Context: an optimization exercise on an open-source flow, tuned for small area, a short achievable clock period and few clock cycles per item. The choices shown serve that exercise and are no tape-out recipe.
At most, simulation tests tie the RTL to the original design; equivalence was not proved.
The RTL of run 2 was laid out without a check of its function.

## design/flow/design.v

```verilog
module mdb_table (
    input  wire         clk,
    input  wire         rst,             
    input  wire         cmd_valid,
    output wire         cmd_ready,
    input  wire [1:0]   cmd_op,          
    input  wire         cmd_cfg_valid,   
    input  wire [31:0]  arg_id,
    input  wire [31:0]  arg_pressure,
    input  wire [31:0]  arg_temp,
    input  wire [31:0]  arg_now,
    input  wire [127:0] cfg_ids,         
    output reg          done,
    output wire [3:0]   result,
    output reg  [6:0]   tblres,          
    output wire [47:0]  view,            
    input  wire [3:0]   rd_slot,
    output wire [31:0]  rd_id,
    output wire [31:0]  rd_pressure,
    output wire [31:0]  rd_temp,
    output wire [7:0]   rd_score,
    output wire [31:0]  rd_lastseen
);
    localparam N = 12;
    reg [31:0] s_id [0:N-1];
    reg [31:0] s_pr [0:N-1];
    reg [31:0] s_tp [0:N-1];
    reg [31:0] s_sn [0:N-1];
    reg [6:0]  s_h  [0:N-1];            
    assign cmd_ready = 1'b1;
    wire go  = cmd_valid & ~rst;
    wire op0 = go & (cmd_op == 2'd0);
    wire zid = ~|arg_id;
    wire onf = op0 & ~zid;
    wire dcy = go & (cmd_op == 2'd1);
    wire vw  = go & (cmd_op == 2'd2);
    wire apl = go & (cmd_op == 2'd3);
    wire [N-1:0] eq;
    genvar g, a, b;
    generate
        for (g = 0; g < N; g = g + 1) begin : g_eq
            assign eq[g] = (s_id[g] == arg_id);
        end
    endgenerate
    wire [3:0] cf = {eq[3] & ~eq[2] & ~eq[1] & ~eq[0], eq[2] & ~eq[1] & ~eq[0],
                     eq[1] & ~eq[0], eq[0]};
    wire cfg_hit = |eq[3:0];
    wire ext_hit = |eq[11:4];           
    wire miss    = ~cfg_hit & ~ext_hit;
    wire [38:0] key [0:7];
    generate
        for (g = 0; g < 8; g = g + 1) begin : g_key
            assign key[g] = {s_h[4 + g], s_sn[4 + g]};
        end
    endgenerate
    wire [3:0]  p1;
    wire [38:0] k1 [0:3];
    generate
        for (g = 0; g < 4; g = g + 1) begin : g_l1
            assign p1[g] = key[2 * g + 1] < key[2 * g];
            assign k1[g] = p1[g] ? key[2 * g + 1] : key[2 * g];
        end
    endgenerate
    wire [1:0]  p2;
    wire [38:0] k2 [0:1];
    generate
        for (g = 0; g < 2; g = g + 1) begin : g_l2
            assign p2[g] = k1[2 * g + 1] < k1[2 * g];
            assign k2[g] = p2[g] ? k1[2 * g + 1] : k1[2 * g];
        end
    endgenerate
    wire p3 = k2[1] < k2[0];
    wire       v_b1 = p3 ? p2[1] : p2[0];
    wire       v_b0 = p1[{p3, v_b1}];
    wire [2:0] v_off = {p3, v_b1, v_b0};
    wire [3:0] v_idx = {v_off[2], ~v_off[2], v_off[1:0]};
    wire [7:0] live;
    generate
        for (g = 0; g < 8; g = g + 1) begin : g_live
            assign live[g] = |s_h[4 + g];
        end
    endgenerate
    wire evict = &live;
    wire [N-1:0] upd, nw, wr, clr;
    generate
        for (g = 0; g < 4; g = g + 1) begin : g_cs
            assign upd[g] = onf & cf[g];
            assign nw[g]  = 1'b0;
            assign clr[g] = rst | apl;
        end
        for (g = 4; g < N; g = g + 1) begin : g_es
            assign upd[g] = onf & ~cfg_hit & eq[g];
            assign nw[g]  = onf & miss & (v_off == g - 4);
            assign clr[g] = rst | (dcy & ~|s_h[g][6:3]);    
        end
        for (g = 0; g < N; g = g + 1) begin : g_wr
            assign wr[g] = upd[g] | nw[g];
        end
    endgenerate
    generate
        for (g = 0; g < N; g = g + 1) begin : g_slot
            wire keep = ~wr[g] & ~clr[g];
            always @(posedge clk) begin
                s_pr[g] <= ({32{wr[g]}} & arg_pressure) | ({32{keep}} & s_pr[g]);
                s_tp[g] <= ({32{wr[g]}} & arg_temp)     | ({32{keep}} & s_tp[g]);
                s_sn[g] <= ({32{wr[g]}} & arg_now)      | ({32{keep}} & s_sn[g]);
            end
            wire [6:0] h    = s_h[g];
            wire       hmax = &h[6:2];                     
            wire       hlow = ~|h[6:3];                    
            wire [6:0] hinc = hmax ? h : h + 7'd5;
            wire [6:0] hdec = hlow ? 7'd0 : h - 7'd5;
            wire       hkeep = ~upd[g] & ~nw[g] & ~dcy & ~clr[g];
            always @(posedge clk)
                s_h[g] <= ({7{upd[g]}} & hinc) | ({7{nw[g]}} & 7'd5) |
                          ({7{dcy & ~rst}} & hdec) | ({7{hkeep}} & h);
        end
        for (g = 0; g < 4; g = g + 1) begin : g_cid
            wire we   = apl & cmd_cfg_valid;
            wire keep = ~apl & ~rst;
            always @(posedge clk)
                s_id[g] <= ({32{we}} & cfg_ids[32 * g +: 32]) | ({32{keep}} & s_id[g]);
        end
        for (g = 4; g < N; g = g + 1) begin : g_eid
            wire keep = ~nw[g] & ~clr[g];
            always @(posedge clk)
                s_id[g] <= ({32{nw[g]}} & arg_id) | ({32{keep}} & s_id[g]);
        end
    endgenerate
    wire [2:0] rank [0:7];
    generate
        for (g = 0; g < 8; g = g + 1) begin : g_rank
            wire [7:0] ahead;
            for (b = 0; b < 8; b = b + 1) begin : g_b
                if (b < g)      assign ahead[b] = s_h[4 + b] >= s_h[4 + g];
                else if (b > g) assign ahead[b] = s_h[4 + b] >  s_h[4 + g];
                else            assign ahead[b] = 1'b0;
            end
            assign rank[g] = ahead[0] + ahead[1] + ahead[2] + ahead[3] +
                             ahead[4] + ahead[5] + ahead[6] + ahead[7];
        end
    endgenerate
    reg        vv;
    reg  [2:0] vj [0:7];
    generate
        for (g = 0; g < 8; g = g + 1) begin : g_view
            wire [7:0] at;
            for (a = 0; a < 8; a = a + 1) begin : g_at
                assign at[a] = (rank[a] == g);
            end
            wire [2:0] nj = {|(at & 8'hF0), |(at & 8'hCC), |(at & 8'hAA)};
            always @(posedge clk)
                vj[g] <= ({3{vw}} & nj) | ({3{~vw & ~rst}} & vj[g]);
            assign view[4 * (4 + g) +: 4] = {vj[g][2], vv & ~vj[g][2], vj[g][1:0]};
        end
    endgenerate
    assign view[15:0] = {2'b00, vv, vv, 2'b00, vv, 1'b0, 3'b000, vv, 4'b0000};
    reg rz;
    assign result = {1'b0, rz, 1'b0, rz};
    wire [3:0] hit_cfg_idx = {2'b00, cf[3] | cf[2], cf[3] | cf[1]};
    wire [3:0] hit_ext_idx = {|eq[11:8], |eq[7:4], eq[6] | eq[7] | eq[10] | eq[11],
                              eq[5] | eq[7] | eq[9] | eq[11]};
    wire [3:0] slot_idx = cfg_hit ? hit_cfg_idx : ext_hit ? hit_ext_idx : v_idx;
    wire [6:0] tb_onf   = {miss & evict, ~cfg_hit, cfg_hit | miss, slot_idx};
    always @(posedge clk) begin
        done   <= go;
        rz     <= (op0 & zid) | (~go & ~rst & rz);
        vv     <= vw | (~rst & vv);
        tblres <= ({7{onf}} & tb_onf) | ({7{~op0 & ~rst}} & tblres);
    end
    reg [31:0] r_id, r_pr, r_tp, r_sn;
    reg [6:0]  r_h;
    integer i;
    always @(*) begin
        r_id = 32'd0; r_pr = 32'd0; r_tp = 32'd0; r_sn = 32'd0; r_h = 7'd0;
        for (i = 0; i < N; i = i + 1) begin
            r_id = r_id | ({32{rd_slot == i}} & s_id[i]);
            r_pr = r_pr | ({32{rd_slot == i}} & s_pr[i]);
            r_tp = r_tp | ({32{rd_slot == i}} & s_tp[i]);
            r_sn = r_sn | ({32{rd_slot == i}} & s_sn[i]);
            r_h  = r_h  | ({7{rd_slot == i}}  & s_h[i]);
        end
    end
    assign rd_id       = r_id;
    assign rd_pressure = r_pr;
    assign rd_temp     = r_tp;
    assign rd_lastseen = r_sn;
    assign rd_score    = {r_h, 1'b0};
endmodule
```

## design/flow/run.sh

```bash
#!/bin/bash
# synth_recipe.tcl (not shown) runs the flow's synth.tcl, then flattens the netlist and writes it again
# the make line also repeats each setting of config.mk as NAME=value (left out here)
make -C /OpenROAD-flow-scripts/flow DESIGN_CONFIG=/design/flow/config.mk WORK_HOME=/design/flow/orfs CLKGATE_MAP_FILE= SYNTH_SCRIPT=/design/flow/synth_recipe.tcl finish
```

## design/flow/config.mk

```make
export PLATFORM = sky130hd
export DESIGN_NAME = mdb_table
export DESIGN_NICKNAME = mdb_table
export VERILOG_FILES = /design/flow/design.v
export SDC_FILE = /design/flow/constraint.sdc
export NUM_CORES = 4
export LEC_CHECK = 0
export CAP_MARGIN = 20
export CORE_MARGIN = 2
export CORE_UTILIZATION = 40
export SLEW_MARGIN = 20
```

## design/flow/constraint.sdc

```tcl
create_clock -name core_clock -period 25.0 [get_ports {clk}]
set_input_delay 5.0000 -clock core_clock [delete_from_list [all_inputs] [get_ports {clk}]]
set_output_delay 5.0000 -clock core_clock [all_outputs]
set_load 0.01 [all_outputs]
```

==> results.txt, run 1 <==
f_max - 0.0663 GHz
Worst Hold Slack - 0.443 ns
Setup Viol. Count Final - 0
outcome - timing/DRC/antenna clean
Worst-Margin Slew - 1.41 ns
Mapped Area - 87,400 µm²
routability congestion estimate - 0.996
io pins - 463
simple-gate portion of the synthesized area - 17.4%
CTS Buffer Depth - 3
mux share of post-synthesis cell area - 3.11%
Async SR Flop Fraction - 0%
met2 Resource Use GR - 49.8%
grt total ovfl - 0
relative slew slack - 5.68%
CTS tree - yes
dpl ws - 10.16 ns
CTS clk-pin slew, worst paths - 0.05 ns
per-cell routed wire length - 28.1 µm
maxcap violations - 0
Post-DRT Antenna Nets - 0
area growth from synthesis to layout - 14.2%
clock latency (worst-skew pair) - 0.89 ns
total track usage - 33.3%
sequential area share after synthesis - 37.9%
number of CTS-inserted buffers - 184
most frequent cells in the layout - nand2_1 (2,216), dfxtp_1 (1,654), o21ai_0 (1,395), a22o_1 (533), ha_1 (486)
Root Driver - clkbuf_16
Syn. warnings - 7
Die H - 472 µm
WP data arrival - 10.08 ns
top cell type's share of synthesized area - 37.9%
H-tree depth - 4
Pre-antenna DRT Iters - 7
Compound-Gate Fraction of Synth Area - 23.6%
placed cell count - 13,400
#FFs+latches synth - 1,654
largest family of logic cells by synthesized area - compound AO/OA/AOI/OAI gates
Final Core Density - 46.0%
CP Launch Type - primary input
vias in the first global route - 80,200
DP HPWL - 238,000 µm
Setup TNS - 0 ns
Final period util - 60.3%
Resized Gates After CTS - 0
core area - 217,000 µm²
max-slew violations - 0
Cell Rows - 171
CP Class - primary input to output port
fin cells - 13,800
CP Capture Type - output port
hold buffer count at CTS - 0
I/O Buffers - 446
top post-synthesis cells by area - dfxtp_1 (38%), nand2_1 (9.5%), o21ai_0 (8.0%), ha_1 (7.0%), a22o_1 (5.3%)
initial antenna violation count - 64
final hold vios - 0
Starting DRT DRC Count - 12,000
Req. time, crit path - 20.00 ns
largest net degree at the start of global routing - 199
M3 GR Usage - 8.33%
DRC - 0
Die ar. - 222,000 µm²
RSZ-0062 raised after global routing - no
crit path time final - 15.08 ns
CTS sink count - 1,654
proportion of layout cells with a drive suffix above 1 - 5.46%
worst-path fanout max - 52
area leader, netlist - dfxtp_1
initial core utilization - 40.3%
Post CTS Setup Buffer Count - 0
Via density - 6.23
worst setup margin - 9.92 ns
Post-synth EDFFs - 0
DRT Wirelength - 388,000 µm
Gate Count Post-Synth - 10,900
Top Usage Layer GRT - met2
commonest non-fill, non-tap cell in the layout - nand2_1
met1 Resource Use GR - 44.0%
Netlist cell types - 91
Post-Syn Area per Cell - 8.00 µm²
Final nets - 11,600
die width - 472 µm
routed vias - 86,100
XOR/XNOR Fraction of Synth Area - 4.01%
Synth Flop Type - dfxtp_1
Post-Synth Adder-Cell Area - 7.59%
worst min path class - register to register
first-pass GRT wire length - 556,000 µm
Clock Skew - 0.0560 ns
-- state kept, by name, indices dropped and copies added (netlist names) --
signal,count
done,1
rz,1
s_h,84
s_id,384
s_pr,384
s_sn,384
s_tp,384
tblres,7
vj,24
vv,1
-- critical path, stage by stage --
cell and delay [ns]:
clkdlybuf4s50_1 0.56, nand2b_1 0.39, nor2_4 0.14, buf_4 0.78, buf_4 0.88, buf_4 0.90, a22o_1 0.27, a221oi_1 0.05
nand3_1 0.34, clkdlybuf4s50_1 0.62
-- synthesized netlist by cell type, drive strengths merged (10+ instances only) --
cell       n
or3       15
a211o     13
o21a      22
mux2i    236
fa        28
nor4      74
a211oi    22
mux2      32
dfxtp   1654
nand4    160
and4      11
and3      13
a32oi     10
a31oi     26
nor2     313
nand2b    45
o211ai    17
o21ai   1457
nor2b     56
nor3      60
clkbuf   725
nor3b     17
a21o      68
a22oi     16
o31ai     17
a221oi   422
xnor2    325
and2      10
or2       19
ha       486
o22ai    121
nand3b    21
buf      233
a21oi    332
nand2   2218
a22o     533
nand3    485
inv      412
xor2      75
-- stage by stage --
| stage | cell area, µm² |
|---|---|
| after global placement | 93300 |
| after global routing | 99800 |
| final | 99800 |
| after CTS | 99700 |
| after floorplan | 87500 |
| after detailed placement | 93300 |
-- final timing paths --
| kind | startpoint | endpoint | slack, ns | depth (start not counted) |
|---|---|---|---|---|
| setup / recovery | rd_slot[2] | rd_id[25] | 9.92 | 10 |
| hold / removal | tblres[5] | tblres[5] | 0.44 | 2 |
| setup reg to reg | s_sn[8][22] | s_pr[4][15] | 11.55 | 34 |
| hold reg to reg | tblres[5] | tblres[5] | 0.44 | 2 |
-- area by class of cell --
| type | instances | area, µm² |
|---|---|---|
| diodes | 28 | 70.1 |
| clock buffers | 262 | 5310 |
| clock inverters | 84 | 1140 |
| fillers | 20800 | 117000 |
| inverters | 417 | 1570 |
| multi-input cells | 7910 | 49100 |
| flip-flops and latches | 1654 | 33100 |
| well taps | 2854 | 3570 |
| repair buffers | 614 | 5940 |
-- metal layers --
layer	up-vias	share of wire, %	wire (µm)
met2	5308	42	164000
met3	1154	12	44800
met4	70	5.5	21500
met1	41200	40	156000
met5	-	0.13	512
li1	38400	-	-
-- cells by family after synthesis --
group                    count (synthesis)
AND/OR/NAND/NOR                       3537
AO/OA/AOI/OAI                         3175
flip-flops                            1654
buffers and inverters                 1375
adder cells (fa/ha/maj)                514
XOR/XNOR                               400
multiplexers                           268
other                                    2
Testbench counts, summed over its fixed seeds: cycles 8,008, items 8,000.
==> run 2: changes to the inputs <==
--- a/design/flow/design.v
+++ b/design/flow/design.v
@@ -27,5 +27,5 @@
     reg [31:0] s_tp [0:N-1];
     reg [31:0] s_sn [0:N-1];
-    reg [6:0]  s_h  [0:N-1];            
+    reg [4:0]  s_h  [0:N-1];            
     assign cmd_ready = 1'b1;
     wire go  = cmd_valid & ~rst;
@@ -48,5 +48,25 @@
     wire ext_hit = |eq[11:4];           
     wire miss    = ~cfg_hit & ~ext_hit;
-    wire [38:0] key [0:7];
+    function automatic lt37(input [36:0] x, input [36:0] y);
+        integer k;
+        reg r;
+        begin
+            r = 1'b0;
+            for (k = 0; k < 37; k = k + 1)
+                r = (~x[k] & y[k]) | (~x[k] & r) | (y[k] & r);
+            lt37 = r;
+        end
+    endfunction
+    function automatic lt5(input [4:0] x, input [4:0] y);
+        integer k;
+        reg r;
+        begin
+            r = 1'b0;
+            for (k = 0; k < 5; k = k + 1)
+                r = (~x[k] & y[k]) | (~x[k] & r) | (y[k] & r);
+            lt5 = r;
+        end
+    endfunction
+    wire [36:0] key [0:7];
     generate
         for (g = 0; g < 8; g = g + 1) begin : g_key
@@ -55,20 +75,20 @@
     endgenerate
     wire [3:0]  p1;
-    wire [38:0] k1 [0:3];
+    wire [36:0] k1 [0:3];
     generate
         for (g = 0; g < 4; g = g + 1) begin : g_l1
-            assign p1[g] = key[2 * g + 1] < key[2 * g];
+            assign p1[g] = lt37(key[2 * g + 1], key[2 * g]);
             assign k1[g] = p1[g] ? key[2 * g + 1] : key[2 * g];
         end
     endgenerate
     wire [1:0]  p2;
-    wire [38:0] k2 [0:1];
+    wire [36:0] k2 [0:1];
     generate
         for (g = 0; g < 2; g = g + 1) begin : g_l2
-            assign p2[g] = k1[2 * g + 1] < k1[2 * g];
+            assign p2[g] = lt37(k1[2 * g + 1], k1[2 * g]);
             assign k2[g] = p2[g] ? k1[2 * g + 1] : k1[2 * g];
         end
     endgenerate
-    wire p3 = k2[1] < k2[0];
+    wire p3 = lt37(k2[1], k2[0]);
     wire       v_b1 = p3 ? p2[1] : p2[0];
     wire       v_b0 = p1[{p3, v_b1}];
@@ -92,5 +112,5 @@
             assign upd[g] = onf & ~cfg_hit & eq[g];
             assign nw[g]  = onf & miss & (v_off == g - 4);
-            assign clr[g] = rst | (dcy & ~|s_h[g][6:3]);    
+            assign clr[g] = rst | (dcy & ~|s_h[g][4:1]);    
         end
         for (g = 0; g < N; g = g + 1) begin : g_wr
@@ -106,13 +126,12 @@
                 s_sn[g] <= ({32{wr[g]}} & arg_now)      | ({32{keep}} & s_sn[g]);
             end
-            wire [6:0] h    = s_h[g];
-            wire       hmax = &h[6:2];                     
-            wire       hlow = ~|h[6:3];                    
-            wire [6:0] hinc = hmax ? h : h + 7'd5;
-            wire [6:0] hdec = hlow ? 7'd0 : h - 7'd5;
+            wire [4:0] h    = s_h[g];
+            wire       hmax = h[4] & h[3] & h[0];          
+            wire [4:0] hinc = hmax ? h : h + 5'd1;
+            wire [4:0] hdec = (h == 5'd0) ? h : h - 5'd1;
             wire       hkeep = ~upd[g] & ~nw[g] & ~dcy & ~clr[g];
             always @(posedge clk)
-                s_h[g] <= ({7{upd[g]}} & hinc) | ({7{nw[g]}} & 7'd5) |
-                          ({7{dcy & ~rst}} & hdec) | ({7{hkeep}} & h);
+                s_h[g] <= ({5{upd[g]}} & hinc) | ({5{nw[g]}} & 5'd1) |
+                          ({5{dcy & ~rst}} & hdec) | ({5{hkeep}} & h);
         end
         for (g = 0; g < 4; g = g + 1) begin : g_cid
@@ -133,6 +152,6 @@
             wire [7:0] ahead;
             for (b = 0; b < 8; b = b + 1) begin : g_b
-                if (b < g)      assign ahead[b] = s_h[4 + b] >= s_h[4 + g];
-                else if (b > g) assign ahead[b] = s_h[4 + b] >  s_h[4 + g];
+                if (b < g)      assign ahead[b] = ~lt5(s_h[4 + b], s_h[4 + g]);
+                else if (b > g) assign ahead[b] = lt5(s_h[4 + g], s_h[4 + b]);
                 else            assign ahead[b] = 1'b0;
             end
@@ -170,8 +189,8 @@
     end
     reg [31:0] r_id, r_pr, r_tp, r_sn;
-    reg [6:0]  r_h;
+    reg [7:0]  r_sc;
     integer i;
     always @(*) begin
-        r_id = 32'd0; r_pr = 32'd0; r_tp = 32'd0; r_sn = 32'd0; r_h = 7'd0;
+        r_id = 32'd0; r_pr = 32'd0; r_tp = 32'd0; r_sn = 32'd0; r_sc = 8'd0;
         for (i = 0; i < N; i = i + 1) begin
             r_id = r_id | ({32{rd_slot == i}} & s_id[i]);
@@ -179,5 +198,5 @@
             r_tp = r_tp | ({32{rd_slot == i}} & s_tp[i]);
             r_sn = r_sn | ({32{rd_slot == i}} & s_sn[i]);
-            r_h  = r_h  | ({7{rd_slot == i}}  & s_h[i]);
+            r_sc = r_sc | ({8{rd_slot == i}}  & ({3'b000, s_h[i]} * 8'd10));
         end
     end
@@ -186,4 +205,4 @@
     assign rd_temp     = r_tp;
     assign rd_lastseen = r_sn;
-    assign rd_score    = {r_h, 1'b0};
+    assign rd_score    = r_sc;
 endmodule
==> design/flow/flow/run.sh (new file) <==
#!/bin/bash
set -euo pipefail
bash standard.sh SETUP_SLACK_MARGIN=13 TNS_END_PERCENT=20 finish > make_finish.log 2>&1
==> design/flow/standard.sh (new file) <==
#!/bin/bash
# synth_recipe.tcl (not shown) runs the flow's synth.tcl, then flattens the netlist and writes it again
# the make line also repeats each setting of config.mk as NAME=value (left out here)
make -C /OpenROAD-flow-scripts/flow DESIGN_CONFIG=/design/flow/config.mk WORK_HOME=/design/flow/orfs CLKGATE_MAP_FILE= SYNTH_SCRIPT=/design/flow/synth_recipe.tcl "${@:-finish}"
--- a/design/flow/config.mk
+++ b/design/flow/config.mk
@@ -8,4 +8,4 @@
 export CAP_MARGIN = 20
 export CORE_MARGIN = 2
-export CORE_UTILIZATION = 40
+export CORE_UTILIZATION = 55
 export SLEW_MARGIN = 20
removed: design/flow/run.sh
==> run 2 against run 1 <==
Compared with the run above: critical path type unchanged; sequential share of layout area up 0.58 points; sequential cell count down 24; via count down 7.6%.
==> results.txt, run 2 <==
outcome - timing/DRC/antenna clean (unchanged)
total track usage - 45.3% (was 33.3%)
Commonest cells post-synth - dfxtp_1 (1,630), nand2_1 (1,574), mux2i_1 (1,055), o21ai_0 (575), clkbuf_1 (567) (was nand2_1 (2,218), dfxtp_1 (1,654), o21ai_0 (1,396), clkbuf_1 (724), a22o_1 (533))
FF+latch area - 32,600 µm² (was 33,100 µm²)
Setup TNS - 0 ns (unchanged)
sequential area share after synthesis - 39.3% (was 37.9%)
core area - 150,000 µm² (was 217,000 µm²)
number of CTS-inserted buffers - 172 (was 184)
grt total ovfl - 0 (unchanged)
fin cells - 11,700 (was 13,800)
Async SR Flop Fraction - 0% (unchanged)
#FFs+latches synth - 1,630 (was 1,654)
worst-path fanout max - 26 (was 52)
Starting DRT DRC Count - 10,900 (was 12,000)
f_max - 0.0810 GHz (was 0.0663 GHz)
Post-Syn Area per Cell - 8.82 µm² (was 8.00 µm²)
CTS clk-pin slew, worst paths - 0.06 ns (was 0.05 ns)
CTS Buffer Depth - 3 (unchanged)
final hold vios - 0 (unchanged)
CTS tree - yes (unchanged)
Final nets - 9,869 (was 11,600)
I/O Buffers - 446 (unchanged)
die width - 392 µm (was 472 µm)
max incr delay on CP - 0.60 ns (was 0.90 ns)
DRT Wirelength - 360,000 µm (was 388,000 µm)
CP Cell Sequence - buf_4 > nand2b_4 > nor3_4 > buf_12 > buf_16 > a22o_1 > a221oi_1 > nand3_1 > clkdlybuf4s50_1 (was clkdlybuf4s50_1 > nand2b_1 > nor2_4 > buf_4 > buf_4 > buf_4 > a22o_1 > a221oi_1 > nand3_1 > clkdlybuf4s50_1)
XOR/XNOR Fraction of Synth Area - 4.38% (was 4.01%)
Mapped Area - 82,900 µm² (was 87,400 µm²)
commonest non-fill, non-tap cell in the layout - dfxtp_1 (was nand2_1)
largest delay contributor family on the critical path - buffers and inverters (unchanged)
relative slew slack - 18.4% (was 5.68%)
worst min path class - register to register (unchanged)
maxcap violations - 0 (unchanged)
proportion of layout cells with a drive suffix above 1 - 7.67% (was 5.46%)
CTS sink count - 1,630 (was 1,654)
Req. time, crit path - 20.00 ns (about the same)
Die H - 392 µm (was 472 µm)
Syn. warnings - 7 (unchanged)
H-tree depth - 4 (unchanged)
M3 GR Usage - 14.1% (was 8.33%)
top post-synthesis cells by area - dfxtp_1 (39%), mux2i_1 (13%), nand2_1 (7.1%), a22o_1 (5.7%), a221oi_1 (4.5%) (was dfxtp_1 (38%), nand2_1 (9.5%), o21ai_0 (8.0%), ha_1 (7.0%), a22o_1 (5.3%))
largest net degree at the start of global routing - 164 (was 199)
crit path time final - 12.35 ns (was 15.08 ns)
filler instances - 12,600 (was 20,800)
area leader, netlist - dfxtp_1 (unchanged)
DP HPWL - 204,000 µm (was 238,000 µm)
routability congestion estimate - 0.983 (was 0.996)
Crit-path slowest cell - clkdlybuf4s50_1 (was buf_4)
Pre-antenna DRT Iters - 12 (was 7)
Final period util - 49.4% (was 60.3%)
vias in the first global route - 75,500 (was 80,200)
largest family of logic cells by synthesized area - compound AO/OA/AOI/OAI gates (unchanged)
Synth Flop Type - dfxtp_1 (unchanged)
Die ar. - 154,000 µm² (was 222,000 µm²)
mux share of post-synthesis cell area - 13.4% (was 3.11%)
CP Class - primary input to output port (unchanged)
RSZ-0062 raised after global routing - yes (was no)
Netlist cell types - 104 (was 91)
initial core utilization - 55.4% (was 40.3%)
io pins - 463 (unchanged)
Root Driver - clkbuf_16 (unchanged)
Post-Synth Adder-Cell Area - 3.27% (was 7.59%)
CP Capture Type - output port (unchanged)
max-slew violations - 0 (unchanged)
Post-DRT Antenna Nets - 0 (unchanged)
WP data arrival - 7.35 ns (was 10.08 ns)
area growth from synthesis to layout - 16.6% (was 14.2%)
per-cell routed wire length - 30.9 µm (was 28.1 µm)
Compound-Gate Fraction of Synth Area - 19.8% (was 23.6%)
initial antenna violation count - 40 (was 64)
routed vias - 79,500 (was 86,100)
Buf+Inv Stages, Crit Path - 4 (was 5)
Top Usage Layer GRT - met2 (unchanged)
Post-synth EDFFs - 0 (unchanged)
CP Launch Type - primary input (unchanged)
hold buffer count at CTS - 0 (unchanged)
most frequent cells in the layout - dfxtp_1 (1,630), nand2_1 (1,568), mux2i_1 (1,055), o21ai_0 (575), a22o_1 (537) (was nand2_1 (2,216), dfxtp_1 (1,654), o21ai_0 (1,395), a22o_1 (533), ha_1 (486))
top cell type's share of synthesized area - 39.3% (was 37.9%)
Via density - 6.82 (was 6.23)
met1 Resource Use GR - 57.9% (was 44.0%)
Cell Rows - 142 (was 171)
most frequent cell after synthesis - dfxtp_1 (was nand2_1)
Gate Count Post-Synth - 9,402 (was 10,900)
first-pass GRT wire length - 518,000 µm (was 556,000 µm)
placed cell count - 11,200 (was 13,400)
clock latency (worst-skew pair) - 0.83 ns (was 0.89 ns)
Clock Skew - 0.0566 ns (was 0.0560 ns)
Setup Viol. Count Final - 0 (unchanged)
area of the multi-input gates - 46,300 µm² (was 49,100 µm²)
met2 Resource Use GR - 67.3% (was 49.8%)
DRC - 0 (unchanged)
Worst-Margin Slew - 1.22 ns (was 1.41 ns)
simple-gate portion of the synthesized area - 14.2% (was 17.4%)
## run 2: logic make-up after synthesis
family                   count (synthesis)
AND/OR/NAND/NOR                       2674
adder cells (fa/ha/maj)                207
other                                    2
buffers and inverters                 1134
XOR/XNOR                               415
AO/OA/AOI/OAI                         2238
flip-flops                            1630
multiplexers                          1102
## run 2: path summary, 6_finish.rpt
| path | startpoint | end | slack, ns | cells after the start |
|---|---|---|---|---|
| worst max-delay path | rd_slot[3] | rd_pressure[29] | 12.65 | 9 |
| worst min-delay path | s_tp[10][9] | s_tp[10][9] | 0.46 | 2 |
| worst max register to register | s_sn[5][22] | s_tp[7][9] | 13.10 | 25 |
| worst min register to register | s_tp[10][9] | s_tp[10][9] | 0.46 | 2 |
## run 2: layout make-up
cell class / count / area share, %
diodes: 24 / 0.0621
clock buffers: 257 / 5.36
clock inverters: 61 / 1.02
inverters: 345 / 1.34
multi-input cells: 6653 / 47.9
flip-flops and latches: 1630 / 33.7
well taps: 2016 / 2.61
repair buffers: 665 / 7.94
## run 2: metal layers
layer / up-vias / part of all wire, %
met3: 1328 / 13
met4: 42 / 6.2
met1: 38600 / 38
met5: - / 0.085
met2: 5428 / 42
li1: 34100 / -
## run 2: metrics by stage
step | setup slack, ns | area (µm²) | hold WS (ns) | utilization (%)
2_1_floorplan | 13.24 | 83000 | 0.434 | -
3_3_place_gp | 10.41 | 88200 | 0.442 | 58.9
3_5_place_dp | 10.33 | 88200 | 0.448 | 58.9
4_1_cts | 12.75 | 96600 | 0.459 | 64.5
5_1_grt | 12.66 | 96700 | 0.468 | 64.5
6_report | 12.65 | 96700 | 0.458 | 64.6
## run 2: what timing repair did
item / CTS / global route
resized for setup: 242 / 10
setup endpoints to repair: 135 / 314
buffers inserted: 38 / 0
cloned: 43 / 1
pin swaps: 34 / 3
## run 2: worst min-delay path, stage by stage (launching register included)
cell and delay, ns:
dfxtp_1 0.31, nand2_1 0.05, mux2i_1 0.05
==> run 3: changes to the inputs <==
--- a/design/flow/design.v
+++ b/design/flow/design.v
@@ -49,11 +49,37 @@
     wire miss    = ~cfg_hit & ~ext_hit;
     function automatic lt37(input [36:0] x, input [36:0] y);
-        integer k;
-        reg r;
+        integer c, k;
+        reg r, e;
+        reg [9:0] l0, e0;
+        reg [4:0] l1, e1;
+        reg [2:0] l2, e2;
+        reg [1:0] l3, e3;
         begin
-            r = 1'b0;
-            for (k = 0; k < 37; k = k + 1)
-                r = (~x[k] & y[k]) | (~x[k] & r) | (y[k] & r);
-            lt37 = r;
+            for (c = 0; c < 10; c = c + 1) begin
+                r = 1'b0;
+                e = 1'b1;
+                for (k = 4 * c; k < 4 * c + 4; k = k + 1)
+                    if (k < 37) begin
+                        r = (~x[k] & y[k]) | (~x[k] & r) | (y[k] & r);
+                        e = e & (x[k] ~^ y[k]);
+                    end
+                l0[c] = r;
+                e0[c] = e;
+            end
+            for (c = 0; c < 5; c = c + 1) begin
+                l1[c] = l0[2 * c + 1] | (e0[2 * c + 1] & l0[2 * c]);
+                e1[c] = e0[2 * c + 1] & e0[2 * c];
+            end
+            for (c = 0; c < 2; c = c + 1) begin
+                l2[c] = l1[2 * c + 1] | (e1[2 * c + 1] & l1[2 * c]);
+                e2[c] = e1[2 * c + 1] & e1[2 * c];
+            end
+            l2[2] = l1[4];
+            e2[2] = e1[4];
+            l3[0] = l2[1] | (e2[1] & l2[0]);
+            e3[0] = e2[1] & e2[0];
+            l3[1] = l2[2];
+            e3[1] = e2[2];
+            lt37 = l3[1] | (e3[1] & l3[0]);
         end
     endfunction
==> design/flow/flow/run.sh (replaced) <==
#!/bin/bash
# The standard layout (standard.sh), with three changes to how it is made:
#  * Yosys maps logic with ABC's area-oriented &nf mapper (flow/abc_area.script,
#    used through a copy of the ORFS scripts folder); registers are mapped by
#    dfflibmap before ABC exactly as in the standard synthesis;
#  * port buffers are buf_2 instead of the default delay-cell buffers;
#  * timing repair is asked to keep 13 ns of setup slack, so it works on the
#    critical paths. Clock, SDC and all constraints are the design's.
set -euo pipefail
here=$(pwd)
rm -rf "$here/scripts_copy"
mkdir -p "$here/scripts_copy"
cp -r "$FLOW_HOME/scripts/." "$here/scripts_copy/"
cp "$here/flow/abc_area.script" "$here/scripts_copy/abc_area.script"
bash standard.sh SCRIPTS_DIR="$here/scripts_copy" ABC_AREA=1 \
    SETUP_SLACK_MARGIN=13 TNS_END_PERCENT=20 \
    "BUFFER_PORTS_ARGS=-buffer_cell sky130_fd_sc_hd__buf_2" finish > "$here/make_finish.log" 2>&1
==> design/flow/flow/abc_area.script (new file) <==
&get -n
&st
&dch
&nf -R 1000
&put
--- a/design/flow/config.mk
+++ b/design/flow/config.mk
@@ -6,4 +6,5 @@
 export NUM_CORES = 4
 export LEC_CHECK = 0
+export ABC_AREA = 1
 export CAP_MARGIN = 20
 export CORE_MARGIN = 2
==> run 3 against run 2 <==
Compared with the run above: via count decreased by 12%; sequential share of layout area rose by 3.3 points; highest routed layer unchanged.
==> results.txt, run 3 <==
Final period util - 49.8% (was 49.4%)
first-pass GRT wire length - 442,000 µm (was 518,000 µm)
Commonest cells post-synth - dfxtp_1 (1,630), a22o_1 (1,553), nand2_1 (533), xor2_1 (407), ha_1 (352) (was dfxtp_1 (1,630), nand2_1 (1,574), mux2i_1 (1,055), o21ai_0 (575), clkbuf_1 (567))
Async SR Flop Fraction - 0% (unchanged)
per-cell routed wire length - 30.7 µm (was 30.9 µm)
met2 Resource Use GR - 63.8% (was 67.3%)
Worst-Margin Slew - 1.06 ns (was 1.22 ns)
routed vias - 70,300 (was 79,500)
dpl ws - 11.22 ns (was 10.33 ns)
sequential area share after synthesis - 44.0% (was 39.3%)
fin cells - 9,839 (was 11,700)
Buf+Inv Stages, Crit Path - 6 (was 4)
I/O Buffers - 446 (unchanged)
RSZ-0062 raised after global routing - yes (unchanged)
routability congestion estimate - 0.949 (was 0.983)
worst reg-to-reg path cell count - 43 (was 25)
R2R Path End - s_pr[11][18] (was s_tp[7][9])
reg-to-reg startpoint - s_sn[8][0] (was s_sn[5][22])
Clock Skew - 0.0537 ns (was 0.0566 ns)
max incr delay on CP - 0.51 ns (was 0.60 ns)
grt total ovfl - 0 (unchanged)
Critical Path Stages - 12 (was 9)
Die H - 371 µm (was 392 µm)
CP Launch Type - primary input (unchanged)
Req. time, crit path - 20.00 ns (about the same)
number of CTS-inserted buffers - 170 (was 172)
DRT Wirelength - 302,000 µm (was 360,000 µm)
placed cell count - 9,429 (was 11,200)
clock latency (worst-skew pair) - 0.82 ns (was 0.83 ns)
Post-Syn Area per Cell - 10.4 µm² (was 8.82 µm²)
Die ar. - 138,000 µm² (was 154,000 µm²)
f_max - 0.0803 GHz (was 0.0810 GHz)
maxcap violations - 0 (unchanged)
H-tree depth - 4 (unchanged)
area leader, netlist - dfxtp_1 (unchanged)
#FFs+latches synth - 1,630 (unchanged)
Final nets - 8,571 (was 9,869)
Mapped Area - 74,100 µm² (was 82,900 µm²)
filler instances - 10,800 (was 12,600)
top post-synthesis cells by area - dfxtp_1 (44%), a22o_1 (18%), ha_1 (5.9%), xor2_1 (4.8%), a222oi_1 (4.4%) (was dfxtp_1 (39%), mux2i_1 (13%), nand2_1 (7.1%), a22o_1 (5.7%), a221oi_1 (4.5%))
Crit-path slowest cell - buf_4 (was clkdlybuf4s50_1)
Post-synth EDFFs - 0 (unchanged)
die width - 371 µm (was 392 µm)
io pins - 463 (unchanged)
most frequent cells in the layout - dfxtp_1 (1,629), a22o_1 (1,553), nand2_1 (529), buf_2 (432), xor2_1 (407) (was dfxtp_1 (1,630), nand2_1 (1,568), mux2i_1 (1,055), o21ai_0 (575), a22o_1 (537))
Root Driver - clkbuf_16 (unchanged)
origin of the worst min-delay path - vj[5][1] (was s_tp[10][9])
crit path time final - 12.45 ns (was 12.35 ns)
cell count of the worst hold path - 2 (unchanged)
Pre-antenna DRT Iters - 10 (was 12)
CP Class - primary input to output port (unchanged)
CTS Buffer Depth - 3 (unchanged)
worst-path fanout max - 35 (was 26)
Starting DRT DRC Count - 10,800 (was 10,900)
Synth Flop Type - dfxtp_1 (unchanged)
Via density - 7.14 (was 6.82)
proportion of layout cells with a drive suffix above 1 - 12.9% (was 7.67%)
largest delay contributor family on the critical path - buffers and inverters (unchanged)
commonest non-fill, non-tap cell in the layout - dfxtp_1 (unchanged)
Top Usage Layer GRT - met2 (unchanged)
DP HPWL - 169,000 µm (was 204,000 µm)
Gate Count Post-Synth - 7,100 (was 9,402)
WP data arrival - 7.45 ns (was 7.35 ns)
Setup TNS - 0 ns (unchanged)
DRC - 0 (unchanged)
Post-DRT Antenna Nets - 0 (unchanged)
M3 GR Usage - 10.3% (was 14.1%)
met1 Resource Use GR - 56.4% (was 57.9%)
initial antenna violation count - 34 (was 40)
area growth from synthesis to layout - 18.9% (was 16.6%)
CTS tree - yes (unchanged)
Cell Rows - 134 (was 142)
Netlist cell types - 58 (was 104)
CTS sink count - 1,630 (unchanged)
area of the multi-input gates - 41,100 µm² (was 46,300 µm²)
worst setup margin - 12.55 ns (was 12.65 ns)
Most common cell on crit path - buf_4
max-slew violations - 0 (unchanged)
total track usage - 42.2% (was 45.3%)
most frequent cell after synthesis - dfxtp_1 (unchanged)
CP Capture Type - output port (unchanged)
vias in the first global route - 66,600 (was 75,500)
worst min path class - register to register (unchanged)
core area - 134,000 µm² (was 150,000 µm²)
largest net degree at the start of global routing - 136 (was 164)
FF+latch area - 32,600 µm² (about the same)
final hold vios - 0 (unchanged)
reg2reg setup slack - 12.97 ns (was 13.10 ns)
Syn. warnings - 7 (unchanged)
initial core utilization - 55.5% (was 55.4%)
Worst Hold Endpoint - vj[5][1] (was s_tp[10][9])
CTS clk-pin slew, worst paths - 0.05 ns (was 0.06 ns)
CP Cell Sequence - buf_12 > buf_4 > nand2_8 > buf_4 > nor2_4 > buf_4 > buf_4 > a22o_1 > a221oi_1 > and3_1 > nand3_1 > buf_2 (was buf_4 > nand2b_4 > nor3_4 > buf_12 > buf_16 > a22o_1 > a221oi_1 > nand3_1 > clkdlybuf4s50_1)
top cell type's share of synthesized area - 44.0% (was 39.3%)
Setup Viol. Count Final - 0 (unchanged)
relative slew slack - 29.3% (was 18.4%)
outcome - timing/DRC/antenna clean (unchanged)
run 3: area by class of cell:
cell class,count,share of cell area [%]
Multi-Input combinational cell,5161,46.7
Sequential cell,1630,37.0
Timing Repair Buffer,637,5.64
Clock buffer,243,5.60
Tap cell,1768,2.51
Inverter,313,1.33
Clock inverter,65,1.20
Antenna cell,22,0.0624
run 3: repair_timing:
action | in CTS | in global routing
endpoints found under the hold margin | 0 | 0
resized for setup | 180 | 46
pin swaps | 64 | 5
cloned | 29 | 4
setup buffers | 44 | 2
endpoints found under the setup margin | 1051 | 1157
hold buffers | 0 | 0
run 3: cell families (layout without fill, tap and decap cells):
| family | after synthesis | in the layout | share of synthesized area, % |
|---|---|---|---|
| compound gates | 2678 | 2678 | 30.0 |
| flops | 1630 | 1630 | 44.0 |
| simple gates | 1396 | 1408 | 8.95 |
| xor+xnor | 478 | 478 | 5.65 |
| fa+ha+maj | 443 | 443 | 7.71 |
| buf+inv | 335 | 1258 | 1.81 |
| mux | 138 | 138 | 1.87 |
| other cells | 2 | 38 | 0.0101 |
run 3: worst max path at each step:
| stage | slack (ns) | startpoint | to |
|---|---|---|---|
| 2_1_floorplan | 10.03 | cmd_valid | s_pr[3][0] |
| 3_5_place_dp | 11.22 | rd_slot[2] | rd_lastseen[4] |
| 3_3_place_gp | 11.21 | rd_slot[2] | rd_lastseen[4] |
| 5_1_grt | 12.54 | rd_slot[2] | rd_lastseen[30] |
| 4_1_cts | 12.58 | rd_slot[0] | rd_lastseen[30] |
| 6_report | 12.55 | rd_slot[0] | rd_score[6] |
run 3: per-layer routing:
metal / vias to the layer above / routed length [µm]
li1: 30200 / -
met1: 34600 / 119000
met2: 4603 / 131000
met3: 799 / 36000
met4: 36 / 15400
met5: - / 222
run 3: worst min-delay path, stage by stage, from the launching register on:
cell and delay (ns):
dfxtp_1 0.32, nand2_1 0.04, o21ai_0 0.05
run 3: metrics by stage:
step	instance area (µm²)	util [%]	hold slack (ns)
2_1_floorplan	74400	-	0.437
3_3_place_gp	80000	59.9	0.432
3_5_place_dp	80000	59.9	0.438
4_1_cts	87900	65.8	0.454
5_1_grt	88200	66.0	0.475
6_report	88200	66.0	0.446
Testbench counts of run 3, summed over its fixed seeds: cycles 8,008, items 8,000.
==> run 4: changes to the inputs <==
==> design/flow/flow/run.sh (replaced) <==
#!/bin/bash
# The standard layout (standard.sh), with these changes to how it is made:
#  * Yosys maps logic with ABC's area-oriented &nf mapper (flow/abc_area.script,
#    used through a copy of the ORFS scripts folder) and without the separate
#    adder-cell mapping; registers are mapped by dfflibmap before ABC exactly
#    as in the standard synthesis;
#  * port buffers are buf_2 instead of the default delay-cell buffers;
#  * timing repair is asked to keep 13 ns of setup slack, so it works on the
#    critical paths. Clock, SDC and all constraints are the design's.
# Each tool's output is in make_finish.log and the ORFS logs under orfs/logs.
set -euo pipefail
here=$(pwd)
rm -rf "$here/scripts_copy"
mkdir -p "$here/scripts_copy"
cp -r "$FLOW_HOME/scripts/." "$here/scripts_copy/"
cp "$here/flow/abc_area.script" "$here/scripts_copy/abc_area.script"
bash standard.sh SCRIPTS_DIR="$here/scripts_copy" ADDER_MAP_FILE= \
    SETUP_SLACK_MARGIN=13 \
    "BUFFER_PORTS_ARGS=-buffer_cell sky130_fd_sc_hd__buf_2" finish > "$here/make_finish.log" 2>&1
--- a/design/flow/config.mk
+++ b/design/flow/config.mk
@@ -9,4 +9,7 @@
 export CAP_MARGIN = 20
 export CORE_MARGIN = 2
-export CORE_UTILIZATION = 55
+export CORE_UTILIZATION = 62
+export CTS_CLUSTER_DIAMETER = 80
+export CTS_CLUSTER_SIZE = 25
 export SLEW_MARGIN = 20
+export TNS_END_PERCENT = 5
==> run 4 against run 3 <==
Compared with the run above: synthesized area is 3.0% lower; register-to-register slack hardly changed; non-clock buffer count is 7 lower; still clean on timing, DRC and antenna.
==> results.txt, run 4 <==
outcome - timing/DRC/antenna clean (unchanged)
dpl ws - 10.87 ns (was 11.22 ns)
Req. time, crit path - 20.00 ns (about the same)
Via density - 7.55 (was 7.14)
Post-synth EDFFs - 0 (unchanged)
Top Layer Used - met5 (unchanged)
most frequent cell after synthesis - dfxtp_1 (unchanged)
filler instances - 8,813 (was 10,800)
clock latency (worst-skew pair) - 0.74 ns (was 0.82 ns)
Gate Count Post-Synth - 7,052 (was 7,100)
Post-Syn Area per Cell - 10.2 µm² (was 10.4 µm²)
Post-DRT Antenna Nets - 0 (unchanged)
top cell type's share of synthesized area - 45.4% (was 44.0%)
per-cell routed wire length - 31.5 µm (was 30.7 µm)
Synth Flop Type - dfxtp_1 (unchanged)
Worst-Margin Slew - 1.30 ns (was 1.06 ns)
Crit. Startpoint - rd_slot[1] (was rd_slot[0])
FF+latch area - 32,600 µm² (about the same)
Starting DRT DRC Count - 12,600 (was 10,800)
max-slew violations - 0 (unchanged)
Mapped Area - 71,900 µm² (was 74,100 µm²)
Syn. warnings - 7 (unchanged)
Crit-path slowest cell - nor2_4 (was buf_4)
area leader, netlist - dfxtp_1 (unchanged)
top post-synthesis cells by area - dfxtp_1 (45%), a22o_1 (19%), xnor2_1 (5.6%), a222oi_1 (4.6%), nand2_1 (3.2%) (was dfxtp_1 (44%), a22o_1 (18%), ha_1 (5.9%), xor2_1 (4.8%), a222oi_1 (4.4%))
CP Cell Sequence - buf_8 > nand2b_4 > buf_4 > nor2_4 > clkbuf_16 > a222oi_1 > and3_1 > nand2_1 > buf_2 (was buf_12 > buf_4 > nand2_8 > buf_4 > nor2_4 > buf_4 > buf_4 > a22o_1 > a221oi_1 > and3_1 > nand3_1 > buf_2)
Setup Viol. Count Final - 0 (unchanged)
origin of the worst min-delay path - vj[1][0] (was vj[5][1])
sequential area share after synthesis - 45.4% (was 44.0%)
R2R Path End - s_pr[4][22] (was s_pr[11][18])
grt total ovfl - 0 (unchanged)
routability congestion estimate - 0.995 (was 0.949)
proportion of layout cells with a drive suffix above 1 - 11.3% (was 12.9%)
Setup TNS - 0 ns (unchanged)
worst setup margin - 12.72 ns (was 12.55 ns)
reg2reg setup slack - 12.96 ns (was 12.97 ns)
CTS tree - yes (unchanged)
CTS sink count - 1,630 (unchanged)
f_max - 0.0814 GHz (was 0.0803 GHz)
DR WL met3 - 44,800 µm (was 36,000 µm)
first-pass GRT wire length - 423,000 µm (was 442,000 µm)
vias in the first global route - 65,400 (was 66,600)
WP data arrival - 7.28 ns (was 7.45 ns)
Root Driver - clkbuf_16 (unchanged)
Commonest cells post-synth - dfxtp_1 (1,630), a22o_1 (1,570), nand2_1 (610), xnor2_1 (459), a222oi_1 (328) (was dfxtp_1 (1,630), a22o_1 (1,553), nand2_1 (533), xor2_1 (407), ha_1 (352))
max incr delay on CP - 0.43 ns (was 0.51 ns)
initial core utilization - 62.7% (was 55.5%)
worst-path fanout max - 34 (was 35)
commonest non-fill, non-tap cell in the layout - dfxtp_1 (unchanged)
maxcap violations - 0 (unchanged)
Worst Hold Slack - 0.446 ns (about the same)
I/O Buffers - 446 (unchanged)
CP Launch Type - primary input (unchanged)
reg-to-reg startpoint - s_sn[11][2] (was s_sn[8][0])
RSZ-0062 raised after global routing - yes (unchanged)
DP HPWL - 156,000 µm (was 169,000 µm)
Final nets - 8,033 (was 8,571)
largest net degree at the start of global routing - 106 (was 136)
final hold vios - 0 (unchanged)
CP Capture Type - output port (unchanged)
CP Class - primary input to output port (unchanged)
Cell Rows - 124 (was 134)
worst min path class - register to register (unchanged)
routed vias - 70,400 (was 70,300)
#FFs+latches synth - 1,630 (unchanged)
core area - 115,000 µm² (was 134,000 µm²)
DRT Wirelength - 294,000 µm (was 302,000 µm)
CTS clk-pin slew, worst paths - 0.08 ns (was 0.05 ns)
number of CTS-inserted buffers - 80 (was 170)
H-tree depth - 3 (was 4)
initial antenna violation count - 43 (was 34)
Die H - 345 µm (was 371 µm)
Buf+Inv Stages, Crit Path - 4 (was 6)
relative slew slack - 13.4% (was 29.3%)
worst reg-to-reg path cell count - 47 (was 43)
Async SR Flop Fraction - 0% (unchanged)
most frequent cells in the layout - dfxtp_1 (1,625), a22o_1 (1,570), nand2_1 (606), xnor2_1 (459), buf_2 (441) (was dfxtp_1 (1,629), a22o_1 (1,553), nand2_1 (529), buf_2 (432), xor2_1 (407))
DRC - 0 (unchanged)
crit path time final - 12.28 ns (was 12.45 ns)
Clock Skew - 0.0517 ns (was 0.0537 ns)
Netlist cell types - 65 (was 58)
Pre-antenna DRT Iters - 10 (unchanged)
area growth from synthesis to layout - 13.7% (was 18.9%)
io pins - 463 (unchanged)
Critical Path Stages - 9 (was 12)
Final period util - 49.1% (was 49.8%)
hold buffer count at CTS - 0 (unchanged)
area of the multi-input gates - 39,300 µm² (was 41,100 µm²)
die width - 345 µm (was 371 µm)
Die ar. - 119,000 µm² (was 138,000 µm²)
total track usage - 46.9% (was 42.2%)
M1 WL - 106,000 µm (was 119,000 µm)
critical path endpoint - rd_lastseen[1] (was rd_score[6])
largest delay contributor family on the critical path - simple AND/OR/NAND/NOR gates (was buffers and inverters)
met2 wire len - 124,000 µm (was 131,000 µm)
CTS Buffer Depth - 3 (unchanged)
run 4: cell count changes after synthesis, sizes merged, moves of 40 or more:
cell    before  now
fa          40    0
ha         352    0
nand2      533  610
maj3        51  172
nor4       124   63
xnor2       71  459
xor2       407  136
clkinv     313  205
nor2b        7   49
run 4: worst min-delay path by stage:
stage,to,slack [ns],cells past startpoint
after floorplan,s_pr[0][29],0.44,1
after global placement,vj[1][0],0.43,2
after detailed placement,vj[1][0],0.43,2
after CTS,vj[1][0],0.45,2
after global routing,vj[1][0],0.47,2
final,vj[1][0],0.45,2
run 4: per-layer routing:
| layer | up-vias | track usage [%] |
|---|---|---|
| met5 | - | 0 |
| met4 | 40 | 28.6 |
| met3 | 1236 | 16.3 |
| met2 | 5568 | 69.0 |
| met1 | 33900 | 59.2 |
| li1 | 29700 | - |
run 4: cell families after synthesis:
logic type	count (synthesis)	share of synthesized area, %
AND/OR/NAND/NOR	1565	10.3
other	2	0.0104
flip-flops	1630	45.4
multiplexers	136	1.91
adder cells (fa/ha/maj)	172	2.39
buffers and inverters	227	1.30
XOR/XNOR	595	7.25
AO/OA/AOI/OAI	2725	31.5
run 4: tightest hold or removal path: stages (launching register included):
cell	delay [ns]
dfxtp_1	0.32
nand2_1	0.05
nand2_1	0.04
run 4: cell type report:
cell class	instances	area share (%)
multi-input cells	5220	48.1
flip-flops and latches	1630	39.9
repair buffers	630	5.75
clock buffers	83	2.51
well taps	1512	2.31
inverters	205	0.949
clock inverters	21	0.421
diodes	24	0.0734
run 4: per-stage QoR:
stage	cells	util [%]	cell area [µm²]
after floorplan	7066	-	72300
after global placement	9115	67.6	77500
after detailed placement	9115	67.6	77500
after CTS	9289	71.0	81400
after global routing	9314	71.3	81800
final	9325	71.3	81800
run 4: repair_timing:
item	CTS	global route
setup buffers	39	6
pin swaps	37	19
resized for setup	112	52
cloned	31	6
endpoints found under the setup margin	1153	1091
==> run 5: changes to the inputs <==
--- a/design/flow/design.v
+++ b/design/flow/design.v
@@ -214,21 +214,38 @@
         tblres <= ({7{onf}} & tb_onf) | ({7{~op0 & ~rst}} & tblres);
     end
-    reg [31:0] r_id, r_pr, r_tp, r_sn;
-    reg [7:0]  r_sc;
-    integer i;
-    always @(*) begin
-        r_id = 32'd0; r_pr = 32'd0; r_tp = 32'd0; r_sn = 32'd0; r_sc = 8'd0;
-        for (i = 0; i < N; i = i + 1) begin
-            r_id = r_id | ({32{rd_slot == i}} & s_id[i]);
-            r_pr = r_pr | ({32{rd_slot == i}} & s_pr[i]);
-            r_tp = r_tp | ({32{rd_slot == i}} & s_tp[i]);
-            r_sn = r_sn | ({32{rd_slot == i}} & s_sn[i]);
-            r_sc = r_sc | ({8{rd_slot == i}}  & ({3'b000, s_h[i]} * 8'd10));
-        end
-    end
-    assign rd_id       = r_id;
-    assign rd_pressure = r_pr;
-    assign rd_temp     = r_tp;
-    assign rd_lastseen = r_sn;
-    assign rd_score    = r_sc;
+    wire [N-1:0] rsel;
+    wire [7:0]   s_sc [0:N-1];          
+    generate
+        for (g = 0; g < N; g = g + 1) begin : g_rsel
+            assign rsel[g] = (rd_slot == g);
+            assign s_sc[g] = {3'b000, s_h[g]} * 8'd10;
+        end
+    endgenerate
+    function automatic [31:0] rmux(input [11:0] s,
+                                   input [31:0] d0, input [31:0] d1, input [31:0] d2,
+                                   input [31:0] d3, input [31:0] d4, input [31:0] d5,
+                                   input [31:0] d6, input [31:0] d7, input [31:0] d8,
+                                   input [31:0] d9, input [31:0] d10, input [31:0] d11);
+        reg [31:0] t0, t1, t2, t3;
+        begin
+            t0 = ~(({32{s[0]}} & d0) | ({32{s[1]}}  & d1)  | ({32{s[2]}}  & d2));
+            t1 = ~(({32{s[3]}} & d3) | ({32{s[4]}}  & d4)  | ({32{s[5]}}  & d5));
+            t2 = ~(({32{s[6]}} & d6) | ({32{s[7]}}  & d7)  | ({32{s[8]}}  & d8));
+            t3 = ~(({32{s[9]}} & d9) | ({32{s[10]}} & d10) | ({32{s[11]}} & d11));
+            rmux = ~(t0 & t1 & t2 & t3);
+        end
+    endfunction
+    assign rd_id       = rmux(rsel, s_id[0], s_id[1], s_id[2], s_id[3], s_id[4], s_id[5],
+                              s_id[6], s_id[7], s_id[8], s_id[9], s_id[10], s_id[11]);
+    assign rd_pressure = rmux(rsel, s_pr[0], s_pr[1], s_pr[2], s_pr[3], s_pr[4], s_pr[5],
+                              s_pr[6], s_pr[7], s_pr[8], s_pr[9], s_pr[10], s_pr[11]);
+    assign rd_temp     = rmux(rsel, s_tp[0], s_tp[1], s_tp[2], s_tp[3], s_tp[4], s_tp[5],
+                              s_tp[6], s_tp[7], s_tp[8], s_tp[9], s_tp[10], s_tp[11]);
+    assign rd_lastseen = rmux(rsel, s_sn[0], s_sn[1], s_sn[2], s_sn[3], s_sn[4], s_sn[5],
+                              s_sn[6], s_sn[7], s_sn[8], s_sn[9], s_sn[10], s_sn[11]);
+    wire [31:0] rd_sc32 = rmux(rsel, {24'd0, s_sc[0]}, {24'd0, s_sc[1]}, {24'd0, s_sc[2]},
+                               {24'd0, s_sc[3]}, {24'd0, s_sc[4]}, {24'd0, s_sc[5]},
+                               {24'd0, s_sc[6]}, {24'd0, s_sc[7]}, {24'd0, s_sc[8]},
+                               {24'd0, s_sc[9]}, {24'd0, s_sc[10]}, {24'd0, s_sc[11]});
+    assign rd_score    = rd_sc32[7:0];
 endmodule
==> design/flow/flow/abc_area.script (replaced) <==
&get -n
&st
&dch
&nf -R 1000
&st
&dch
&nf -R 1000
&put
==> run 5 against run 4 <==
Compared with the run above: count of clock-buffer cells in the layout shrank 1; via count is 7.0% higher; non-clock buffer count grew 2; cell count fell by 0.19%; first-iteration DRC count rose by 25%; sequential share of layout area grew 0.55 points; register-to-register slack better by 0.35 ns; routed wire length is 13% higher; cell area down 1.4%; clock skew rose by 0.0076 ns; critical path type unchanged.
==> results.txt, run 5 <==
first-pass GRT wire length - 471,000 µm (was 423,000 µm)
Req. time, crit path - 20.00 ns (about the same)
initial core utilization - 62.6% (was 62.7%)
Async SR Flop Fraction - 0% (unchanged)
top cell type's share of synthesized area - 46.2% (was 45.4%)
CP Launch Type - primary input (unchanged)
most frequent cell after synthesis - dfxtp_1 (unchanged)
hold buffer count at CTS - 0 (unchanged)
worst min path class - register to register (unchanged)
Starting DRT DRC Count - 15,800 (was 12,600)
worst-path fanout max - 19 (was 34)
final hold vios - 0 (unchanged)
Gate Count Post-Synth - 7,030 (was 7,052)
max-slew violations - 0 (unchanged)
Pre-antenna DRT Iters - 13 (was 10)
proportion of layout cells with a drive suffix above 1 - 10.8% (was 11.3%)
CP Class - primary input to output port (unchanged)
CTS sink count - 1,630 (unchanged)
initial antenna violation count - 55 (was 43)
Cell Rows - 123 (was 124)
Final nets - 8,011 (was 8,033)
sequential area share after synthesis - 46.2% (was 45.4%)
Setup TNS - 0 ns (unchanged)
f_max - 0.0815 GHz (was 0.0814 GHz)
number of CTS-inserted buffers - 80 (unchanged)
die width - 342 µm (was 345 µm)
Final Core Density - 71.5% (was 71.3%)
Post-synth EDFFs - 0 (unchanged)
Final period util - 49.1% (about the same)
max incr delay on CP - 0.38 ns (was 0.43 ns)
relative slew slack - 14.6% (was 13.4%)
DP HPWL - 173,000 µm (was 156,000 µm)
area of the multi-input gates - 37,700 µm² (was 39,300 µm²)
largest net degree at the start of global routing - 91 (was 106)
crit path time final - 12.27 ns (was 12.28 ns)
Mapped Area - 70,600 µm² (was 71,900 µm²)
CP Cell Sequence - buf_6 > nand2b_4 > buf_4 > nor2_4 > buf_16 > bufbuf_16 > a22oi_1 > and4_1 > nand2_1 > buf_2 (was buf_8 > nand2b_4 > buf_4 > nor2_4 > clkbuf_16 > a222oi_1 > and3_1 > nand2_1 > buf_2)
Root Driver - clkbuf_16 (unchanged)
grt total ovfl - 0 (unchanged)
Syn. warnings - 7 (unchanged)
Setup Viol. Count Final - 0 (unchanged)
commonest non-fill, non-tap cell in the layout - dfxtp_1 (unchanged)
CTS Buffer Depth - 3 (unchanged)
maxcap violations - 0 (unchanged)
RSZ-0062 raised after global routing - yes (unchanged)
io pins - 463 (unchanged)
per-cell routed wire length - 35.8 µm (was 31.5 µm)
routed vias - 75,400 (was 70,400)
Die H - 342 µm (was 345 µm)
Post-DRT Antenna Nets - 0 (unchanged)
clock latency (worst-skew pair) - 0.75 ns (was 0.74 ns)
routability congestion estimate - 1.01 (was 0.995)
Clock Skew - 0.0593 ns (was 0.0517 ns)
area leader, netlist - dfxtp_1 (unchanged)
H-tree depth - 3 (unchanged)
Worst-Margin Slew - 1.28 ns (was 1.30 ns)
filler instances - 8,630 (was 8,813)
top post-synthesis cells by area - dfxtp_1 (46%), a22o_1 (19%), a222oi_1 (4.9%), xnor2_1 (2.9%), nand2_1 (2.9%) (was dfxtp_1 (45%), a22o_1 (19%), xnor2_1 (5.6%), a222oi_1 (4.6%), nand2_1 (3.2%))
Post-Syn Area per Cell - 10.0 µm² (was 10.2 µm²)
FF+latch area - 32,600 µm² (about the same)
Crit-path slowest cell - bufbuf_16 (was nor2_4)
DRC - 0 (unchanged)
CTS clk-pin slew, worst paths - 0.10 ns (was 0.08 ns)
Via density - 8.10 (was 7.55)
area growth from synthesis to layout - 14.2% (was 13.7%)
CTS tree - yes (unchanged)
DRT Wirelength - 333,000 µm (was 294,000 µm)
I/O Buffers - 446 (unchanged)
Netlist cell types - 65 (unchanged)
Die ar. - 117,000 µm² (was 119,000 µm²)
Synth Flop Type - dfxtp_1 (unchanged)
outcome - timing/DRC/antenna clean (unchanged)
CP Capture Type - output port (unchanged)
WP data arrival - 7.27 ns (was 7.28 ns)
core area - 113,000 µm² (was 115,000 µm²)
most frequent cells in the layout - dfxtp_1 (1,627), a22o_1 (1,556), nand2_1 (538), buf_2 (442), nor2_1 (382) (was dfxtp_1 (1,625), a22o_1 (1,570), nand2_1 (606), xnor2_1 (459), buf_2 (441))
total track usage - 53.7% (was 46.9%)
Commonest cells post-synth - dfxtp_1 (1,630), a22o_1 (1,556), nand2_1 (540), nor2_1 (411), a222oi_1 (343) (was dfxtp_1 (1,630), a22o_1 (1,570), nand2_1 (610), xnor2_1 (459), a222oi_1 (328))
vias in the first global route - 69,500 (was 65,400)
#FFs+latches synth - 1,630 (unchanged)
==> run 5: cell types whose count changed after synthesis, moves of 70 or more <==
cell,change
o22ai_1,+83
a21oi_1,+98
mux2i_1,-79
nand4_1,-117
maj3_1,-154
a22oi_1,+150
xnor2_1,-225
nand2_1,-70
nor2_1,+145
and4_1,+125
==> run 5: kinds of logic after synthesis <==
group                    count (synthesis)  synth area share [%]
flip-flops                            1630                  46.2
multiplexers                            47                 0.666
other                                    2                0.0106
AO/OA/AOI/OAI                         3087                  35.5
XOR/XNOR                               438                  5.43
buffers and inverters                  281                  1.61
adder cells (fa/ha/maj)                 18                 0.255
AND/OR/NAND/NOR                       1527                  10.3
==> run 5: cell type report <==
| type | count | area share [%] |
|---|---|---|
| clock inverters | 20 | 0.482 |
| flip-flops and latches | 1630 | 40.5 |
| well taps | 1500 | 2.33 |
| diodes | 42 | 0.130 |
| multi-input cells | 5142 | 46.7 |
| repair buffers | 632 | 6.14 |
| inverters | 259 | 1.21 |
| clock buffers | 82 | 2.52 |
==> run 5: per-layer routing <==
metal	GRT usage, %	vias up	wire length (µm)
met3	22.0	2120	59800
met1	66.1	35300	110000
met5	0	-	281
li1	-	30000	-
met2	73.9	7911	130000
met4	42.3	44	32900
==> run 5: path summary, 6_finish.rpt <==
check | start | endpoint | slack [ns] | depth (start not counted)
min | tblres[5] | tblres[5] | 0.47 | 1
max reg2reg | s_sn[5][2] | s_pr[6][18] | 13.31 | 42
min reg2reg | tblres[5] | tblres[5] | 0.47 | 1
max | rd_slot[2] | rd_id[5] | 12.73 | 10
==> run 5: critical path: cells and delay by family <==
family | cells | cell delay (ns)
buffers and inverters | 5 | 1.12
AND/OR/NAND/NOR | 4 | 0.99
AO/OA/AOI/OAI | 1 | 0.09
==> run 5: metrics by stage <==
stage	cell area (µm²)	cells	hold WS, ns	setup slack [ns]
6_report	80700	9307	0.471	12.73
5_1_grt	80600	9285	0.490	12.78
4_1_cts	80100	9243	0.468	12.90
3_5_place_dp	76200	9081	0.444	10.88
3_3_place_gp	76200	9080	0.450	10.87
2_1_floorplan	71000	7044	0.438	11.13
==> run 5: what timing repair did <==
action,4_1_cts,5_1_grt
resized for setup,75,40
pin swaps,15,8
setup buffers,28,13
endpoints found under the setup margin,794,857
gates cloned,32,8
Testbench counts of run 5, summed over its fixed seeds: cycles 8,008, items 8,000.

[separate check: timing with driven ports]
Ports are ideal in the flow. The routed layouts listed here were re-timed in OpenROAD. Step 1 assumes that a clkbuf_16 drives the clock port and a buf_2 every other input. Step 2 also shifts input and output timing later by t, the mid clock arrival at the registers, as if the neighbouring blocks saw the same clock. Three values: no drivers, after step 1, after step 2; two values: the first two.
run | t (ns) | slack for setup (ns) | worst hold slack (ns) | worst register clock-pin slew, ns
run 1 | 0.963 | 9.919 / 9.897 / 9.897 | 0.443 / 0.443 / 0.443 | 0.07 / 0.07
run 2 | 0.889 | 12.651 / 12.630 / 12.630 | 0.458 / 0.458 / 0.458 | 0.07 / 0.07
run 3 | 0.881 | 12.551 / 12.486 / 12.486 | 0.446 / 0.446 / 0.446 | 0.07 / 0.07
run 4 | 0.801 | 12.722 / 12.681 / 12.681 | 0.446 / 0.446 / 0.446 | 0.11 / 0.11
run 5 | 0.803 | 12.733 / 12.687 / 12.687 | 0.471 / 0.471 / 0.471 | 0.11 / 0.11
After both steps setup and hold are still met in every run listed. For run 3, which loses most, drivers alone change the setup slack by -0.065 ns; drivers and shift together by -0.065 ns.
